From an optimization exercise on the open Yosys and OpenROAD flow, aimed at a short achievable clock period and few clock cycles; shortcuts taken in it are not production practice. Only simulation tests tie the RTL to the original design; equivalence was not proved. Power and IR drop assume default switching activity.

==> tundra: inputs <==
## cpusim_core
module cpusim_core (
    input  wire        clk,
    input  wire        rst,         
    output wire [15:0] mem_addr,
    output wire        mem_re,
    output wire        mem_we,
    output wire [15:0] mem_wdata,
    input  wire [15:0] mem_rdata
);
Settings: LEC_CHECK=0, ABC_AREA=1, CAP_MARGIN=20, CORE_MARGIN=2, CORE_UTILIZATION=40, SETUP_SLACK_MARGIN=4.5, SLEW_MARGIN=20, SYNTH_HIERARCHICAL=1; clock period 7.0 ns.
run.sh (not shown) runs the stock make flow with config.mk's settings and CLKGATE_MAP_FILE= SYNTH_SCRIPT=/design/flow/synth_recipe.tcl, a recipe that flattens the netlist after the stock synthesis.
==> garnet: changes against tundra <==
--- a/flow/design.v
+++ b/flow/design.v
@@ -85,15 +85,14 @@
     reg        v;        
     reg [15:0] r2, r3, r4, r5, r6, r7;
     reg [15:0] madr;     
     reg        we;       
     reg        pt;       
     reg        rd;       
     reg [15:0] raddr;
-    reg        rj4;      
     reg [15:0] ag, ap;   
     reg        a_f, a_no;
     reg        a_e15;    
     reg        a_nm;
     reg [15:0] wdata;    
     wire [2:0] op   = ir[2:0];
     wire [2:0] dst  = ir[8:6];
@@ -165,31 +164,29 @@
         .g (ag), .p (ap), .f (a_f), .no (a_no),
         .c1 (ir[13]), .e15 (a_e15), .nm_and (a_nm),
         .copy (op == OP_COPY),
         .jx (v & (((op == OP_COPY) & (dst == 3'd0)) | ((op == OP_ALU) & (src != 3'd0)))),
         .pt (pt), .fetch (fetch), .f_st (f_st), .rd_q (rd),
         .out (alu_out), .rd (rd_n), .v_n (v_n), .we_n (we_n)
     );
-    wire [15:0] raddr_n = pt ? pc : copy_value;
-    wire        rj4_n   = ~pt & (op == OP_ALU) & (src == 3'd4);
+    wire [15:0] raddr_n = pt ? pc : (((op == OP_ALU) & (src == 3'd4)) ? alu_out : copy_value);
     always @(posedge clk) begin
         if (rst) begin
             pc    <= 16'h0000;
             ir    <= 16'h0000;
             v     <= 1'b0;
             r2    <= 16'h0000;
             r3    <= 16'h0000;
             r4    <= 16'h0000;
             r5    <= 16'h0000;
             r6    <= 16'h0000;
             r7    <= 16'h0000;
             madr  <= 16'h0000;
             rd    <= 1'b0;
             raddr <= 16'h0000;
-            rj4   <= 1'b0;
             we    <= 1'b0;
             pt    <= 1'b0;
             ag    <= 16'h0000;
             ap    <= 16'h0000;
             wdata <= 16'h0000;
             a_f   <= 1'b0;
             a_no  <= 1'b0;
@@ -205,20 +202,19 @@
                     3'd4: r4 <= copy_value;
                     3'd5: r5 <= copy_value;
                     3'd6: r6 <= copy_value;
                     default: ;
                 endcase
             end
             if (e_alu) r4 <= alu_out;
-            madr  <= rd ? (rj4 ? r4 : raddr) : naddr_n;
+            madr  <= rd ? raddr : naddr_n;
             v     <= v_n;
             we    <= we_n;
             rd    <= rd_n;
             raddr <= raddr_n;
-            rj4   <= rj4_n;
             if (f_st) wdata <= r7n;
             if (fetch) begin
                 ir    <= f;
                 pc    <= pc_n;
                 pt    <= f_pt;
                 ag    <= ag_n;
                 ap    <= ap_n;
@@ -263,11 +259,11 @@
                   ({16{sel6}} & r6n) | ({16{sel7}} & r7n);
     end
     wire [15:0] ix_z = f[11] ? 16'h0000 : r2n;
     wire [15:0] iy_z = f[9]  ? 16'h0000 : r3n;
     wire [15:0] ix_n = f[10] ? ~ix_z : ix_z;
     wire [15:0] iy_n = f[8]  ? ~iy_z : iy_z;
     assign ag_n = ix_n & iy_n;
-    assign ap_n = (ix_z ^ iy_z) ^ {16{f[10] ^ f[8]}};
+    assign ap_n = ix_n ^ iy_n;
     assign e15_n = ap_n[15] ^ f[12] ^ f[6];
     assign nm_n  = ag_n[15] ~^ (f[12] ^ f[6]);
 endmodule
- ABC_AREA: 1 -> default
==> flow_metrics.py <==
metrics = {
    "outcome": {
        "status": "no timing/DRC/antenna violations",
    },
    "yosys": {
        "synth_largest_type_area_fraction_pct": 32.3,
    },
    "place": {
        "placed_cell_areas_sq_um": 13900,
        "detailed_place_hpwl_mm": 34.4,
    },
    "finish": {
        "seq_area_share_pct": 25.2,
        "multi_input_area_sq_um": 9360,
    },
    "global_route": {
        "grt_max_degree": 89,
    },
    "sta": {
        "max-slew-margin-rel_pct": 27.8,
        "finalCriticalPeriod_ns": 2.74,
    },
    "min_path": {
        "min-delay-start": "ir[11]",
    },
    "power": {
        "powerSeq_w": 0.00135,
    },
}
# the run above: garnet

==> flow_metrics.py <==
metrics = {
    "sta": {
        "max-slew-margin-rel_pct": 31.9,
        "finalCriticalPeriod_ns": 2.49,
    },
    "global_route": {
        "grt_max_degree": 81,
        "grt_pass1_vias": 14522,
    },
    "min_path": {
        "min-delay-start": "a_nm",
    },
    "finish": {
        "seq_area_share_pct": 24.8,
        "nFillCells": 3469,
        "multi_input_area_sq_um": 8800,
    },
    "place": {
        "placed_cell_areas_sq_um": 14500,
        "dp.cells": 2637,
    },
    "outcome": {
        "status": "no timing/DRC/antenna violations",
    },
}
# the run above: tundra

Testbench counts of tundra, summed over its fixed seeds: cycles 39,350.
Testbench counts of garnet, summed over its fixed seeds: cycles 39,350.

* * *

==> run a: inputs <==
cpusim_core, a different RTL version from the one above (not shown whole).
make LEC_CHECK=0 ABC_AREA=1 CAP_MARGIN=20 CORE_MARGIN=2 CORE_UTILIZATION=40 SETUP_SLACK_MARGIN=4.5 SLEW_MARGIN=20 SYNTH_HIERARCHICAL=1 finish   # period 7.0 ns
==> run b (differences from run a) <==
--- a/flow/design.v
+++ b/flow/design.v
@@ -10,10 +10,12 @@
     input  wire        jx,      
     input  wire        pt,      
     input  wire        fetch,   
     input  wire        f_st,    
     input  wire        rd_q,    
+    input  wire        xv,      
+    input  wire        erd,     
     output wire [15:0] out,
     output wire        rd,      
     output wire        v_n,     
     output wire        we_n     
 );
@@ -59,13 +61,13 @@
     wire z_and1 = &g[14:0];
     wire is_zero = f ? (no ? z_add1 : z_add0) : (no ? z_and1 : z_and0);
     wire n_match = f ? (g4[14] ~^ e15) : nm_and;
     wire cond = (is_zero ~^ c1) & n_match;
     wire taken = copy | cond;
-    assign rd   = jx & (taken ^ pt);
-    assign v_n  = fetch & ~rd & ~rd_q;
-    assign we_n = f_st & ~rd & ~rd_q;
+    assign rd   = jx & ~xv & (taken ^ pt);
+    assign v_n  = fetch & ~rd & ~rd_q & ~erd;
+    assign we_n = f_st & ~rd & ~rd_q & ~erd;
 endmodule
 module cpusim_core (
     input  wire        clk,
     input  wire        rst,         
     output wire [15:0] mem_addr,
@@ -99,10 +101,22 @@
     reg        cv4;      
     wire [2:0] op   = ir[2:0];
     wire [2:0] dst  = ir[8:6];
     wire [2:0] src  = ir[5:3];           
     reg d_ld, d_mem, d_slow, d_stop, d_copy, d_alu, d_jx, d_j4;
+    reg fzx, fox, fsx, fzy, foy, fsy;    
+    reg d_xv, x_cj, x_ux, x_uy, x_k, x_kv, x_pol;    
+    wire x_z  = x_ux ? (x_pol ? fox : fzx) : (x_pol ? foy : fzy);
+    wire x_s  = (x_ux ? fsx : fsy) ^ x_pol;
+    wire r_z  = x_k ? ~x_kv : x_z;
+    wire r_s  = x_k ? x_kv : x_s;
+    wire d_xt = x_cj | ((r_z == ir[13]) & (r_s == ir[12]));
+    wire xv_n, cj_n, ux_n, uy_n, k_n, kv_n, pol_n;
+    cpusim_exact u_exact (
+        .f (mem_rdata), .copyj (cj_n), .xv (xv_n), .use_x (ux_n), .use_y (uy_n),
+        .is_k (k_n), .k_val (kv_n), .pol (pol_n)
+    );
     reg [7:2] d_cp;                      
     wire e_ld   = v & d_ld;
     wire e_mem  = v & d_mem;
     wire e_slow = v & d_slow;
     wire e_stop = v & d_stop;
@@ -138,15 +152,19 @@
     wire [15:0] r5n = e_cp[5] ? copy_value : r5;
     wire [15:0] r6n = e_cp[6] ? copy_value : r6;
     wire [15:0] r7n = e_cp[7] ? copy_value :
                       e_slow ? {ir[10:3], r7[7:0]} :
                       e_stop ? {r7[15:8], ir[10:3]} : r7;
+    wire [15:0] raddr_n = pt ? pc : copy_value;
+    wire        erd     = v & d_jx & d_xv & (d_xt ^ pt);
     wire [15:0] naddr_n, ag_n, ap_n, cv_n;
     wire        f_pt, f_st, e15_n, nm_n;
     cpusim_fetch u_fetch (
         .f (f), .fetch (fetch),
         .q0 (fetch ? pc_n : pc),
+        .hold (rst | rd | erd),
+        .alt (rst ? 16'h0000 : rd ? (rj4 ? r4 : raddr) : erd ? raddr_n : 16'h0000),
         .r2n (r2n), .r3n (r3n), .r5n (r5n), .r6n (r6n), .r7n (r7n),
         .r4n (r4n), .cv_n (cv_n),
         .naddr_n (naddr_n), .f_pt (f_pt), .f_st (f_st), .ag_n (ag_n), .ap_n (ap_n),
         .e15_n (e15_n), .nm_n (nm_n)
     );
@@ -155,14 +173,15 @@
     cpusim_alu u_alu (
         .g (ag), .p (ap), .f (a_f), .no (a_no),
         .c1 (ir[13]), .e15 (a_e15), .nm_and (a_nm),
         .copy (d_copy), .jx (v & d_jx),
         .pt (pt), .fetch (fetch), .f_st (f_st), .rd_q (rd),
+        .xv (d_xv), .erd (erd),
         .out (alu_out), .rd (rd_n), .v_n (v_n), .we_n (we_n)
     );
-    wire [15:0] raddr_n = pt ? pc : copy_value;
     wire        rj4_n   = ~pt & d_j4;
+    always @(posedge clk) madr <= naddr_n;
     always @(posedge clk) begin
         if (rst) begin
             pc    <= 16'h0000;
             ir    <= 16'h0000;
             v     <= 1'b0;
@@ -170,11 +189,10 @@
             r3    <= 16'h0000;
             r4    <= 16'h0000;
             r5    <= 16'h0000;
             r6    <= 16'h0000;
             r7    <= 16'h0000;
-            madr  <= 16'h0000;
             rd    <= 1'b0;
             raddr <= 16'h0000;
             rj4   <= 1'b0;
             we    <= 1'b0;
             pt    <= 1'b0;
@@ -193,20 +211,32 @@
             d_stop <= 1'b0;
             d_copy <= 1'b0;
             d_alu  <= 1'b0;
             d_jx   <= 1'b0;
             d_j4   <= 1'b0;
+            d_xv   <= 1'b0;
+            x_cj   <= 1'b0;
+            x_ux   <= 1'b0;
+            x_uy   <= 1'b0;
+            x_k    <= 1'b0;
+            x_kv   <= 1'b0;
+            x_pol  <= 1'b0;
+            fzx    <= 1'b0;
+            fox    <= 1'b0;
+            fsx    <= 1'b0;
+            fzy    <= 1'b0;
+            foy    <= 1'b0;
+            fsy    <= 1'b0;
             d_cp   <= 6'd0;
         end else begin
             r7 <= r7n;
             r2 <= r2n;
             r3 <= r3n;
             r4 <= e_alu ? alu_out : r4n;
             r5 <= r5n;
             if (e_ld) r6 <= mem_rdata;
             else      r6 <= r6n;
-            madr  <= rd ? (rj4 ? r4 : raddr) : naddr_n;
             v     <= v_n;
             we    <= we_n;
             rd    <= rd_n;
             raddr <= raddr_n;
             rj4   <= rj4_n;
@@ -228,10 +258,23 @@
                 d_copy <= (f[2:0] == OP_COPY);
                 d_alu  <= (f[2:0] == OP_ALU);
                 d_jx   <= ((f[2:0] == OP_COPY) & (f[8:6] == 3'd0)) |
                           ((f[2:0] == OP_ALU) & (f[5:3] != 3'd0));
                 d_j4   <= (f[2:0] == OP_ALU) & (f[5:3] == 3'd4);
+                d_xv   <= xv_n;
+                x_cj   <= cj_n;
+                x_ux   <= ux_n;
+                x_uy   <= uy_n;
+                x_k    <= k_n;
+                x_kv   <= kv_n;
+                x_pol  <= pol_n;
+                fzx    <= (r2n[14:0] == 15'd0);
+                fox    <= &r2n[14:0];
+                fsx    <= r2n[15];
+                fzy    <= (r3n[14:0] == 15'd0);
+                foy    <= &r3n[14:0];
+                fsy    <= r3n[15];
                 d_cp   <= {(f[8:6] == 3'd7), (f[8:6] == 3'd6), (f[8:6] == 3'd5),
                            (f[8:6] == 3'd4), (f[8:6] == 3'd3), (f[8:6] == 3'd2)} &
                           {6{f[2:0] == OP_COPY}};
                 a_f   <= f[7];
                 a_no  <= f[6];
@@ -241,10 +284,12 @@
 endmodule
 module cpusim_fetch (
     input  wire [15:0] f,         
     input  wire        fetch,     
     input  wire [15:0] q0,        
+    input  wire        hold,      
+    input  wire [15:0] alt,
     input  wire [15:0] r2n, r3n, r5n, r6n, r7n,
     output reg  [15:0] naddr_n,
     output wire        f_pt,      
     output wire        f_st,      
     output wire [15:0] ag_n,
@@ -268,12 +313,12 @@
     wire sel5 = fetch & (f_mem | ((f_copyj | f_aluj) & (f_src == 3'd5)));
     wire sel6 = fetch & (f_copyj | f_aluj) & (f_src == 3'd6);
     wire sel7 = fetch & (f_copyj | f_aluj) & (f_src == 3'd7);
     wire sel0 = ~(sel5 | sel6 | sel7);
     always @(*) begin
-        naddr_n = ({16{sel0}} & q0) | ({16{sel5}} & r5n) |
-                  ({16{sel6}} & r6n) | ({16{sel7}} & r7n);
+        naddr_n = ({16{~hold & sel0}} & q0) | ({16{~hold & sel5}} & r5n) |
+                  ({16{~hold & sel6}} & r6n) | ({16{~hold & sel7}} & r7n) | alt;
     end
     always @(*) begin
         case (f_src)
             3'd0: cv_n = q0;
             3'd1: cv_n = f;
@@ -292,5 +337,29 @@
     assign ag_n = ix_n & iy_n;
     assign ap_n = (ix_z ^ iy_z) ^ {16{f[10] ^ f[8]}};
     assign e15_n = ap_n[15] ^ f[12] ^ f[6];
     assign nm_n  = ag_n[15] ~^ (f[12] ^ f[6]);
 endmodule
+module cpusim_exact (
+    input  wire [15:0] f,
+    output wire        copyj,    
+    output wire        xv,       
+    output wire        use_x,    
+    output wire        use_y,    
+    output wire        is_k,     
+    output wire        k_val,
+    output wire        pol
+);
+    localparam [2:0] OP_COPY   = 3'b100;
+    localparam [2:0] OP_ALU    = 3'b101;
+    wire a_zx = f[11], a_nx = f[10], a_zy = f[9], a_ny = f[8], a_f = f[7], a_no = f[6];
+    wire x_pass = a_zy & (a_f ? ~a_ny : a_ny);    
+    wire y_pass = a_zx & (a_f ? ~a_nx : a_nx);
+    wire k_zero = ~a_f & ((a_zx & ~a_nx) | (a_zy & ~a_ny));    
+    assign copyj = (f[2:0] == OP_COPY) & (f[8:6] == 3'd0);
+    assign use_x = x_pass & ~a_zx;
+    assign use_y = ~use_x & y_pass & ~a_zy;
+    assign is_k  = (x_pass | y_pass | k_zero) & ~use_x & ~use_y;
+    assign k_val = k_zero ? a_no : x_pass ? (a_nx ^ a_no) : (a_ny ^ a_no);
+    assign pol   = use_x ? (a_nx ^ a_no) : (a_ny ^ a_no);
+    assign xv    = copyj | ((f[2:0] == OP_ALU) & (x_pass | y_pass | k_zero) & (f[5:3] != 3'd4));
+endmodule
Settings changed: CORE_UTILIZATION 40 to 25.
==> summary of the runs <==
Between run a and run b, the lower register-to-register slack is in run a (gap 0.02 ns).
Between run b and run a, the lower clock skew is in run a (gap 0.015 ns).
Of run b and run a, run a has the higher fmax (gap about 0.28%, measured against run a).
Between run a and run b, the lower hold slack is in run b (gap 0.014 ns).
In run a the non-clock buffer count is lower than in run b, by 9.
Against run b, the global-route usage of run a is higher by 12 points.
Between run b and run a, the lower worst setup slack is in run b (gap 0.0070 ns).
In run b the total power is larger than in run a, by about 2.5%.
Of run a and run b, run a has the higher sequential share of layout area (gap 0.62 points).
==> figures <==
|  | run a | run b |
|---|---|---|
| Slew at the pin with the worst max-slew slack | 0.791 ns | 0.949 ns |
| Final period util | 0.354 | 0.355 |
| Post-route met1 wirelength | 25300 um | 25700 um |
| Non-clock buffer share | 0.0585 | 0.0617 |
| Total clock sinks | 239 | 252 |
| Result of the run | complete, no violations | complete, no violations |
| Slew headroom | 0.472 | 0.366 |
| Final worst-path setup slack | 4.52 ns | 4.51 ns |
| Vias per cell | 5.40 | 4.94 |
| Worst clock skew on the final layout | 0.0156 ns | 0.0303 ns |
| Non-CTS inverters | 259 | 303 |
| Die boundary width | 194 um | 251 um |
| Post-Route Hold Slack | 0.473 ns | 0.459 ns |
| Upper clock frequency limit | 403 MHz | 402 MHz |
| Layout filler cell count | 3754 | 6693 |
| GR met2 Demand/Resource | 0.454 | 0.280 |
| Number of ordinary and repair buffers in the finished layout | 109 | 118 |
| Length of routed met3 wiring | 4830 um | 4170 um |
| Tap cell instance count | 461 | 782 |
Testbench counts of run a, summed over its fixed seeds: cycles 39,350.
Testbench counts of run b, summed over its fixed seeds: cycles 38,464.

## what the ideal ports hide
Ports are ideal in the flow. The routed layouts listed here were re-timed in OpenROAD. Step 1 sets driving cells, clkbuf_16 on the clock port and buf_2 on the other inputs (assumed; they add their load-dependent delay and slew). Step 2, shift: input delay + t, output delay - t, t = (earliest + latest rising clock arrival at the registers) / 2. This alone moves slack from input paths to output paths. Slacks: ideal / step 1 / step 2; pairs: ideal / step 1.
run | t (ns) | setup slack, ns | worst hold slack (ns) | clock arrival spread, ns | cell pins on the clock port's net
tundra | 0.603 | 4.514 / 4.488 / 3.950 | 0.486 / 0.486 / 0.486 | 0.009 / 0.009 | 1
garnet | 0.585 | 4.256 / 4.256 / 3.811 | 0.456 / 0.456 / 0.456 | 0.014 / 0.014 | 1
run a | 0.597 | 4.519 / 4.471 / 3.982 | 0.473 / 0.473 / 0.473 | 0.017 / 0.017 | 1
run b | 0.631 | 4.512 / 4.454 / 3.967 | 0.459 / 0.459 / 0.459 | 0.031 / 0.030 | 1
After both steps setup and hold are still met in every run listed. The setup slack of tundra, which loses most, moves by -0.026 ns with the drivers and by -0.564 ns with both steps.
